From an optimization exercise on the open Yosys and OpenROAD flow, aimed at small area; shortcuts taken in it are not production practice.
Where RTL was checked, it was by simulation tests only, not by an equivalence proof against the original.
No activity file was given, so power comes from the tool's default toggle rates.

== trial 9 ==
## ecb
module ecb (
    input  wire        clk,
    input  wire        rst,         
    input  wire        in_valid,
    input  wire [7:0]  in_data,
    input  wire        in_last,
    output wire        in_ready,
    output reg         done,
    output reg  [3:0]  status,
    output reg  [63:0] rdata
);
Size in the first run: roughly 600 flip-flops, ~82 I/O pins, roughly 19000 sq um of cells after synthesis.
Settings: LEC_CHECK=0, ABC_AREA=1, CAP_MARGIN=20, CORE_MARGIN=2, CORE_UTILIZATION=40, SLEW_MARGIN=20; clock period 10.0 ns.
standard.sh (not shown) runs the stock make flow with config.mk's settings and CLKGATE_MAP_FILE= SYNTH_SCRIPT=/design/flow/synth_recipe.tcl, a recipe that flattens the netlist after the stock synthesis.
==> flow/flow/run.sh <==
#!/bin/bash
# The standard ORFS layout (the standard.sh) with these changes:
#  - every input and output port is still buffered, with the smallest buffer cell;
#  - clock tree synthesis uses small buffers, fixed sink clustering and no dummy loads.
set -euo pipefail
export BUFFER_PORTS_ARGS="-buffer_cell sky130_fd_sc_hd__buf_1"
export CTS_ARGS="-sink_clustering_enable -repair_clock_nets -buf_list sky130_fd_sc_hd__clkbuf_4 -sink_clustering_size 11 -sink_clustering_max_diameter 40 -dont_use_dummy_load"
bash standard.sh > standard_flow.log 2>&1
[inputs] build 21 vs trial 9
--- a/flow/design.v
+++ b/flow/design.v
@@ -312,23 +312,23 @@
                         fa_wm = 8'hFF;
                 O_VER, O_STA: begin
                     if (ph == 4'd6) begin
                         fa_wm = 8'hFF; fa_wd = acc[7:0];
                     end else if (ph == 4'd7) begin
                         fa_wm = 8'h8F; fa_wd = {vok_c, 3'd0, acc[11:8]};
                     end else if (op == O_STA && ph == 4'd4) begin
                         fa_wm = 8'hF8;
                         fa_wd = okst ? {cmp_lt, wrx, 2'd0, 1'b1, 3'd0}
                                      : {2'd0, (b1 != 8'd11) ? 2'd1 : (!vok_c) ? 2'd2 : 2'd3, 4'd0};
                     end else if (op == O_STA && ph[3]) begin
-                        fa_wm = 8'hFF; fa_wd = okst ? stage_main : 8'd0;
+                        fa_wm = 8'hFF; fa_wd = okst ? sum[7:0] : 8'd0;    
                     end
                 end
                 O_CLS:
                     if (ph == 4'd7) begin
                         fa_wm = b1[0] ? 8'h70 : 8'h40;
                         fa_wd = {1'b0, b1[0], cmp_lt, wrx, 4'd0};
                     end
                 default: ;
             endcase
         end
     end
Findings:
Build 21 finished all stages; the layout is clean. Summary of build 21 over trial 9: fraction of power spent switching nets went down by 0.55 points; number of hold buffers added after CTS was more or less identical. Trial 9 has a higher path length in cells of the critical path than build 21. Of build 21 and trial 9, the run reporting the lower met2 capacity usage during global routing was trial 9. On sequential share of layout area, the higher figure sits with build 21, not trial 9. Per the comparison of build 21 with trial 9, diode insertion count for antenna repair picked up an extra 2; fraction of area in non-clock buffers climbed 0.31 points. The power of the clock network on build 21 is in line with that on trial 9. Actual slew at the worst max-slew pin in build 21 is 0.14 ns above trial 9. Design area on build 21 is ahead of trial 9.

---

## alpha
ecb, a different RTL version from the one above (not shown whole).
For scale: roughly 82 I/O pins, about 20000 sq um of cells after synthesis.
==> flow/design.v (excerpt) <==
module ecb (
    input  wire        clk,
    input  wire        rst,         
    input  wire        in_valid,
    input  wire [7:0]  in_data,
    input  wire        in_last,
    output wire        in_ready,
    output reg         done,
    output reg  [3:0]  status,
    output reg  [63:0] rdata
);
Settings: LEC_CHECK=0, ABC_AREA=1, CAP_MARGIN=20, CORE_MARGIN=2, CORE_UTILIZATION=40, SLEW_MARGIN=20; clock period 10.0 ns.
==> flow/flow/run.sh <==
#!/bin/bash
# The standard ORFS layout (the standard.sh) with two changes:
#  - every input and output port is still buffered, with the smallest buffer cell;
#  - clock tree synthesis uses fixed sink clustering and no dummy loads.
set -euo pipefail
export BUFFER_PORTS_ARGS="-buffer_cell sky130_fd_sc_hd__buf_1"
export CTS_ARGS="-sink_clustering_enable -repair_clock_nets -buf_list sky130_fd_sc_hd__clkbuf_8 -sink_clustering_size 16 -sink_clustering_max_diameter 50 -dont_use_dummy_load"
bash standard.sh > standard_flow.log 2>&1
alpha reached the final stage; the timing, DRC and antenna checks on its layout passed.
Input changes introduced in beta (baseline for comparison: alpha):
--- a/flow/design.v
+++ b/flow/design.v
@@ -9,33 +9,31 @@
     output reg  [3:0]  status,
     output reg  [63:0] rdata
 );
     localparam [3:0] O_NOP = 4'd0, O_RD = 4'd1, O_VER = 4'd2, O_ILL = 4'd3,
                      O_BLD = 4'd4, O_BLDT = 4'd5, O_STA = 4'd6, O_SETTH = 4'd7,
                      O_INIT = 4'd8, O_SMP = 4'd9, O_CLS = 4'd10;
     reg  [3:0]   ph;           
     reg          clr;          
     reg  [4:0]   k;            
     reg  [3:0]   op;
     reg  [7:0]   b1;           
     reg          pend, run;
-    reg  [3:0]   cnt;
     reg  [11:0]  acc;
     reg          cy;
     reg          cmp_dec, cmp_lt, wrx;    
     reg          veq, bad_opc, nanf, mnz;
     reg  [7:0]   fault_r;
     reg          vok;
     reg  [3:0]   vsum_hi;
-    reg          built;
     reg          avail;
     reg  [1:0]   reason, mode;
     reg          base_valid, delta_valid, wrap_rx, wrap_tx, th_valid;
     reg  [1:0]   vstate;
     reg          vs_upd;
     reg  [127:0] bs;    
     reg  [127:0] dl;    
     reg  [127:0] fa;    
     reg  [31:0]  th;    
     reg  [63:0]  sg;    
     wire [7:0] bs_m  = bs[127:120];
     wire [7:0] dl_m  = dl[127:120];
@@ -93,40 +91,41 @@
     endfunction
     wire       stg  = (k != 5'd0) && (op[3:2] != 2'b00);
     wire [3:0] tpos = cpos(op) - k[3:0];
     assign in_ready = !pend && !run && (!stg || ph == tpos);
     wire accept = in_valid && in_ready;
     reg  [7:0] rsrc;      
     reg  [1:0] rring;     
     reg        rfromr;    
     reg  [3:0] rq;
     reg  [3:0] rn;
     reg        rok;
     wire [8:0] sum;
+    wire [3:0] cnt = ph - rq;    
     always @(*) begin
         rok    = 1'b1;
         rq     = 4'd0;
         rn     = 4'd1;
         rsrc   = 8'd0;
         rring  = 2'd0;
         rfromr = 1'b0;
         case (b1)
             8'h00: rsrc = {4'd0, status};
             8'h01: rsrc = fault_r;
             8'h10: begin rfromr = 1'b1; rq = 4'd5; end
             8'h11: begin rfromr = 1'b1; rq = 4'd6; rn = 4'd2; end
             8'h12: rsrc = {7'd0, vok};
             8'h13: begin rfromr = (cnt == 4'd0); rring = 2'd3; rsrc = {4'd0, vsum_hi}; rq = 4'd2; rn = 4'd2; end
-            8'h20: rsrc = built ? 8'hA0 : 8'h00;
-            8'h21: rsrc = {7'd0, built};
+            8'h20: begin rsrc = (fa_m != 8'd0) ? 8'hA0 : 8'h00; rq = 4'd4; end    
+            8'h21: begin rsrc = {7'd0, fa_m != 8'd0}; rq = 4'd4; end
             8'h22, 8'h23: ;
             8'h24: begin rfromr = 1'b1; rq = 4'd4; end
             8'h25: begin rfromr = 1'b1; rq = 4'd3; end
             8'h26: begin rfromr = 1'b1; rq = 4'd2; end
             8'h27: begin rfromr = 1'b1; rq = 4'd1; end
             8'h28: begin rfromr = 1'b1; rq = 4'd0; end
             8'h29: begin rfromr = 1'b1; rq = 4'd7; end
             8'h2A: begin rfromr = 1'b1; rq = 4'd6; end
             8'h30: rsrc = {7'd0, avail};
             8'h31: rsrc = {6'd0, reason};
             8'h32: rsrc = {6'd0, mode};
             8'h33: begin rfromr = 1'b1; rq = 4'd15; end
@@ -267,25 +266,24 @@
     always @(posedge clk) begin
         if (rst) begin
             ph      <= 4'd0;
             clr     <= 1'b1;
             k       <= 5'd0;
             pend    <= 1'b0;
             run     <= 1'b0;
             done    <= 1'b0;
             status  <= 4'd0;
             fault_r <= 8'd0;
             vok     <= 1'b0;
             vsum_hi <= 4'd0;
-            built   <= 1'b0;
             avail   <= 1'b0;
             reason  <= 2'd0;
             mode    <= 2'd0;
             base_valid  <= 1'b0;
             delta_valid <= 1'b0;
             wrap_rx     <= 1'b0;
             wrap_tx     <= 1'b0;
             th_valid    <= 1'b0;
             vstate      <= 2'd0;
             vs_upd      <= 1'b0;
         end else begin
             ph   <= ph + 4'd1;
@@ -320,44 +318,40 @@
                         end
                         O_BLD:
                             if (k == 5'd2) bad_opc <= (in_data == 8'd0) || (in_data > 8'd5);
                         O_BLDT:
                             if (k == 5'd2) bad_opc <= (in_data != 8'd4) && (in_data != 8'd5);
                         default: ;
                     endcase
                 end
             end
             if (pend && ph == qs - 4'd1) begin
                 pend <= 1'b0;
                 run  <= 1'b1;
-                cnt  <= 4'd0;
             end
             if (run) begin
-                cnt <= cnt + 4'd1;
                 if (fin) begin
                     run    <= 1'b0;
                     done   <= 1'b1;
                     status <= fcode;
                     if (!ok)
                         fault_r <= fault_r | (8'd1 << (fcode - 4'd1));
                     k <= 5'd0;
                 end
             end
             if (xe) begin
                 case (op)
                     O_BLD, O_BLDT: begin
                         if (ph <= 4'd4)
                             acc <= acc_nx;
-                        if (ph == 4'd0)
-                            built <= 1'b1;
                     end
                     O_VER, O_STA:
                         if (ph == 4'd2) begin
                             vsum_hi <= acc[11:8];
                             vok     <= vok_c;
                             if (op == O_STA) begin
                                 avail  <= okst;
                                 mode   <= okst ? {cmp_lt, wrx} : 2'd0;
                                 reason <= okst ? 2'd0 : (b1 != 8'd11) ? 2'd1 : (!vok_c) ? 2'd2 : 2'd3;
                             end
                         end
                     O_INIT:
### Flow results
- Area of the placeable core: alpha vs beta — no meaningful difference
- As of beta, number of global-route vias before repair had risen slightly compared to alpha.
- On routed length on met2: between beta and alpha, it ends up lower for alpha.
- Sequential share of cell area in beta is 0.37 points below alpha.
- Lower met3 layer usage reported by global route among beta and alpha: alpha
- Total routing resource utilization after global routing: beta vs alpha up 0.19 points
Function not checked in alpha: the RTL went through the layout flow alone.

-- afterwards: timing with drivers on the ports --
The results above use ideal ports. As a check the final layouts listed here were re-extracted and re-timed, cells and wires unchanged. Step 1 (the two cells are an assumption about what drives the block):
set clk [get_ports {clk}]
set_driving_cell -lib_cell sky130_fd_sc_hd__clkbuf_16 $clk
set_driving_cell -lib_cell sky130_fd_sc_hd__buf_2 [delete_from_list [all_inputs] $clk]
Step 2 moves the port delays by t, midway between the first and last clock arrival at a register: inputs arrive t later, outputs are due t later. That takes back most of the time a late clock gives input paths. Three values: ideal ports, drivers, drivers and shift; two values: the first two.
run	shift t [ns]	setup WS [ns]	worst hold slack (ns)	slew at the worst register clock pin (ns)	worst data-port slew with drivers (ns)
trial 9	0.816	1.466 / 1.466 / 1.466	0.287 / 0.287 / 0.287	0.11 / 0.11	0.03
build 21	0.841	1.661 / 1.661 / 1.661	0.272 / 0.272 / 0.272	0.11 / 0.11	0.04
alpha	0.652	3.643 / 3.643 / 3.643	0.272 / 0.272 / 0.272	0.10 / 0.10	0.03
beta	0.686	3.189 / 3.189 / 3.189	0.296 / 0.296 / 0.296	0.10 / 0.10	0.03
After both steps every run listed still meets setup and hold.
